From an optimization exercise on the open Yosys and OpenROAD flow, aimed at small area, a short achievable clock period and few clock cycles; shortcuts taken in it are not production practice.
Function was checked by simulation only, so behaviour that the tests miss may differ from the original.
Power is estimated from default activity; no workload was simulated.

==> flow/design.v (outline; a module is shown in full before it is edited, if it fits) <==
// module ssev_engine: 2165 lines
// module ssev_add23: 7 lines
// module ssev_sub: 7 lines
// module ssev_fa: 10 lines
// module ssev_ha: 9 lines
module ssev_engine (
    input  wire         clk,
    input  wire         rst,
    input  wire         cmd_valid,
    output wire         cmd_ready,
    input  wire [31:0]  cmd_word,
    input  wire [15:0]  cmd_width,
    input  wire [15:0]  cmd_height,
    input  wire         px_valid,
    output wire         px_ready,
    input  wire [127:0] px_src,
    input  wire [127:0] px_ref,
    output wire         res_valid,
    input  wire         res_ready,
    output wire [63:0]  res_sse,
    output wire [31:0]  res_sum,
    output wire [31:0]  res_var,
    output wire         res_err,
    output wire [2:0]   res_code
);
  // ...
==> flow/flow/run.sh <==
#!/bin/bash
set -e
export BUFFER_PORTS_ARGS="-buffer_cell sky130_fd_sc_hd__buf_1"
export SETUP_SLACK_MARGIN=21.3
export CTS_ARGS="-sink_clustering_enable -repair_clock_nets -dont_use_dummy_load -sink_clustering_size 28 -sink_clustering_max_diameter 75"
bash standard.sh > standard.log 2>&1
==> flow/standard.sh <==
#!/bin/bash
# synth_recipe.tcl (not shown) runs the flow's synth.tcl, then flattens the netlist and writes it again
# the make line also repeats each setting of config.mk as NAME=value (left out here)
make -C /OpenROAD-flow-scripts/flow DESIGN_CONFIG=/design/flow/config.mk WORK_HOME=/design/flow/orfs CLKGATE_MAP_FILE= SYNTH_SCRIPT=/design/flow/synth_recipe.tcl "${@:-finish}"
==> flow/config.mk <==
export PLATFORM = sky130hd
export DESIGN_NAME = ssev_engine
export DESIGN_NICKNAME = ssev_engine
export VERILOG_FILES = /design/flow/design.v
export SDC_FILE = /design/flow/constraint.sdc
export NUM_CORES = 4
export LEC_CHECK = 0
export CAP_MARGIN = 20
export CORE_MARGIN = 2
export CORE_UTILIZATION = 55
export SLEW_MARGIN = 20
export SYNTH_HIERARCHICAL = 1
export SYNTH_MINIMUM_KEEP_SIZE = 0
==> flow/constraint.sdc <==
create_clock -name core_clock -period 28.0 [get_ports {clk}]
set_input_delay 5.6000 -clock core_clock [delete_from_list [all_inputs] [get_ports {clk}]]
set_output_delay 5.6000 -clock core_clock [all_outputs]
set_load 0.01 [all_outputs]
==> impl_metrics.py, run 1 <==
metrics = {
    "sta": {
        "fin_hold_ws_ns": 0.428,
        "fmax_mhz": 145,
        "relSlewSlack_pct": 30.9,
    },
    "final_layout": {
        "n_clock_buffer": 39,
        "final_area_um2": 56500,
        "regArea_um2": 11300,
        "nonClkBufAreaFrac_pct": 6.33,
        "multi_input_area_um2": 38100,
        "nMultiInputCombCells": 3890,
        "n_antenna_cell": 0,
        "n_all_buffers": 598,
    },
    "global_routing": {
        "grt-busiest-layer": "met2",
        "gr-total-overflow": 0,
    },
    "setup_path": {
        "rr_endpoint": "acc1[13]",
        "r2r_start": "a_nl[0]",
        "worst-endpoint-required_ns": 22.40,
        "r2r_slack_ns": 21.37,
    },
    "status": {
        "status": "no timing/DRC/antenna violations",
    },
    "hold_path": {
        "hold_path_end": "r_e[3]",
    },
    "drt": {
        "route.met3.wl_um": 16500,
    },
    "pwr": {
        "pg_comb_mw": 2.09,
        "p_int_mw": 2.15,
        "p_sw_mw": 1.66,
        "p_leak_nw": 27.0,
        "seq-power_mw": 1.22,
    },
    "synthesis": {
        "synth_edf_count": 112,
        "synth.area.top_cells": "fa_1 34%, dfxtp_1 15%, ha_1 7.2%, edfxtp_1 6.6%, and3_1 5.7%",
        "synth.most_common_cell": "fa_1",
        "synth_flop_cell": "dfxtp_1",
        "async_flop_share_pct": 0,
    },
    "clock_network": {
        "worstSkewPairLatency_ns": 0.62,
        "ctsResizeCount": 245,
    },
    "place": {
        "port_buffers": 441,
    },
}
Testbench counts, summed over its fixed seeds: cycles 46,547.
==> inputs of run 2 (changes only) <==
==> flow/flow/run.sh (replaced) <==
#!/bin/bash
set -e
export BUFFER_PORTS_ARGS="-buffer_cell sky130_fd_sc_hd__buf_1"
export SETUP_SLACK_MARGIN=21
export CTS_ARGS="-sink_clustering_enable -repair_clock_nets -dont_use_dummy_load -sink_clustering_size 28 -sink_clustering_max_diameter 75"
bash standard.sh > standard.log 2>&1
==> run 2 against run 1 <==
Critical path depth is the same. Critical endpoint is now res_sum[22]. Die area is the same. First-iteration DRC count shrank 12%. Sequential share of layout area grew 0.43 points. Global-route usage shrank 0.66 points. Core utilization shrank 1.9 points. Non-clock buffer count shrank 117. Count of clock-buffer cells in the layout grew 2. Highest routed layer is now met4. Largest cell class unchanged. Critical path type unchanged. Flip-flop and latch count is the same. Combinational power shrank 5%.
==> impl_metrics.py, run 2 <==
metrics = {
    "setup_path": {
        "path_class": "flop to primary output",
        "critPathArrivalTime_ns": 1.32,
        "end_kind": "primary output",
        "worst-endpoint-required_ns": 22.40,
        "crit_fanout": 13,
        "r2r_start": "a_v",
        "cpPeakStageDelay_ns": 0.52,
        "rr_endpoint": "acc1[10]",
        "r2r_slack_ns": 21.17,
        "r2r.worst_path.cells": 15,
        "critPathSlowestCell": "dfxtp_2",
        "crit_family": "flip-flops",
        "crit_path_start_kind": "flop",
        "crit_chain": "buf_1",
        "cp_num_buf_inv": 1,
    },
    "global_routing": {
        "first_global_vias": 38600,
        "grtUsageTotal_pct": 34.1,
        "grt_pass1_wl_um": 240000,
        "antenna_found_initial": 1,
        "gr-total-overflow": 0,
        "grt_start_max_net_pins": 61,
    },
    "floorplanning": {
        "rows": 111,
        "die_w_um": 308,
        "start_util_pct": 55.5,
        "ioPinCount": 460,
        "coreArea_um2": 91500,
        "die_h_um": 308,
        "dieArea_um2": 94800,
    },
    "synthesis": {
        "yosysTopAreaCell": "fa_1",
        "synth_flop_cell": "dfxtp_1",
        "syn_inst": 4866,
        "yosysTopAreaCellShare_pct": 33.7,
        "synth_cell_types": 96,
        "ys_warn_count": 7,
        "synth.most_common_cell": "fa_1",
        "synth_edf_count": 112,
        "synth_common_cells": "855 x fa_1, 462 x and3_1, 389 x dfxtp_1, 326 x nand2_1, 291 x ha_1",
        "synth.area.top_cells": "fa_1 34%, dfxtp_1 15%, ha_1 7.2%, edfxtp_1 6.6%, and3_1 5.7%",
        "syn_avg_cell_area_um2": 10.4,
        "ys_seq_area_share_pct": 22.0,
        "netlist_area_um2": 50800,
        "async_flop_share_pct": 0,
        "ys_ff_latch": 501,
    },
    "final_layout": {
        "final_cell_mix": "851 x fa_1, 462 x and3_1, 441 x buf_1, 383 x dfxtp_1, 326 x nand2_1",
        "nets": 6668,
        "n_antenna_cell": 0,
        "final_core_util_pct": 59.8,
        "stdcell_count": 6381,
        "layout_commonest_cell": "fa_1",
        "drive_gt1_share_pct": 4.39,
        "syn_to_final_growth_pct": 7.71,
    },
    "drt": {
        "first_iter_violations": 3499,
        "dr.pass1.iters": 6,
        "viasPerCell": 6.05,
        "route.vias.total": 38600,
        "detail_route.wl_per_cell_um": 25.5,
        "drc": 0,
        "finalWirelength_um": 163000,
        "ant_nets": 0,
    },
    "sta": {
        "setup_tns_ns": 0,
        "maxSlewViolCount": 0,
        "fin_hold_ws_ns": 0.426,
        "setup-violations-final": 0,
        "tightest_slew_ns": 0.952,
        "rsz0062_at_grt": "false",
        "period_share_pct": 24.7,
        "fin_crit_ns": 6.92,
        "finalClockSkew_ns": 0.0780,
        "hold_viol_final": 0,
        "relSlewSlack_pct": 36.4,
        "fmax_mhz": 145,
    },
    "clock_network": {
        "worstSkewPairLatency_ns": 0.62,
        "cts_buffers": 41,
        "clkSinkCount": 501,
        "htree_num_levels": 2,
        "cts_max_path_buffers": 3,
        "cts_tree": "yes",
        "cts_root_buf": "clkbuf_16",
        "clkTransAtPathRegs_ns": 0.08,
        "cts_hold_buf": 0,
    },
    "status": {
        "status": "no timing/DRC/antenna violations",
    },
    "hold_path": {
        "hold_path_depth": 0,
        "hold_path_end": "r_e[1]",
        "hp-class": "flop to flop",
        "min_from": "acc_e[1]",
    },
    "pwr": {
        "p_leak_nw": 25.9,
        "p_per_area_nw_per_um2": 68.0,
        "ir_drop_mv": 0.0727,
        "finalPower_mw": 3.72,
    },
    "job": {
        "max_cap_violations": 0,
    },
    "place": {
        "place_congestion": 1.04,
        "placed_cells": 6329,
        "port_buffers": 441,
        "hpwl_um": 136000,
    },
}
## run 2: through the flow
stage               setup WS (ns)  cell area (um^2)
floorplan                   21.18             50800
global placement            19.73             53300
detailed placement          19.62             53300
CTS                         21.02             54500
global route                21.01             54700
finish                      21.08             54700
## run 2: how the worst max path moves through the flow
stage | start | endpoint | slack (ns) | depth (start not counted)
final | r_sum[22] | res_sum[22] | 21.08 | 1
after global routing | a_v | acc1[12] | 21.01 | 16
after CTS | a_nl[2] | acc1[13] | 21.02 | 20
after detailed placement | a_nl[1] | acc1[15] | 19.62 | 20
after global placement | a_nl[1] | acc1[16] | 19.73 | 20
after floorplan | px_src[0] | a_d0[6] | 21.18 | 8
## run 2: cells by family after synthesis
kind of cell / synth area share (%)
mux: 1.91
flops: 22.0
compound gates: 8.98
other cells: 0.00739
fa+ha+maj: 40.9
xor+xnor: 4.05
buf+inv: 3.98
simple gates: 18.2
## run 2: layout make-up
type	instances	area, um^2
repair buffers	481	2070
fillers	7902	36800
clock buffers	41	1030
multi-input cells	3889	37900
well taps	1186	1480
flip-flops and latches	501	11200
inverters	283	1060
## run 2: what timing repair did
action,in CTS,in global routing
endpoints found under the setup margin,62,38
cloned,4,3
pin swaps,2,3
endpoints found under the hold margin,0,0
buffers inserted,1,3
gates resized for setup,26,27
## run 2: report_power, final
group / total [mW] / switching (mW) / internal (mW)
sequential: 1.22 / 0.251 / 0.971
combinational: 1.98 / 1.12 / 0.857
clock: 0.522 / 0.265 / 0.257
## run 2: per-module statistics from Yosys (local to each module, per instance)
module / copies in the design / flops+latches
ssev_engine: 1 / 501
ssev_fa: 832 / 0
ssev_ha: 33 / 0
ssev_add23: 1 / 0
ssev_sub: 16 / 0
## run 2: routing by layer
| layer | global-route usage [%] | wire length (um) |
|---|---|---|
| met2 | 54.5 | 75200 |
| met3 | 8.13 | 15700 |
| met5 | 0 | 0 |
| met1 | 45.6 | 65400 |
| met4 | 11.8 | 6210 |

## separate check: timing with driven ports
The results above use ideal ports. As a check the final layouts listed here were re-extracted and re-timed, cells and wires unchanged. Step 1: set_driving_cell puts a clkbuf_16 on clk and a buf_2 on each other input, an assumption about the parent block. Step 2, shift: input delay + t, output delay - t, t = (earliest + latest rising clock arrival at the registers) / 2. This alone moves slack from input paths to output paths. Slacks: no drivers / after step 1 / after step 2; pairs: no drivers / after step 1.
run | shift t [ns] | setup slack, ns | hold slack, ns | clock arrival spread, ns | worst data-port slew with drivers (ns)
run 1 | 0.649 | 21.107 / 21.035 / 20.960 | 0.428 / 0.428 / 0.428 | 0.082 / 0.082 | 0.06
run 2 | 0.659 | 21.083 / 21.008 / 20.846 | 0.426 / 0.426 / 0.426 | 0.079 / 0.078 | 0.07
After both steps setup and hold are still met in every run listed. The setup slack of run 2, which loses most, moves by -0.075 ns with the drivers and by -0.237 ns with both steps.
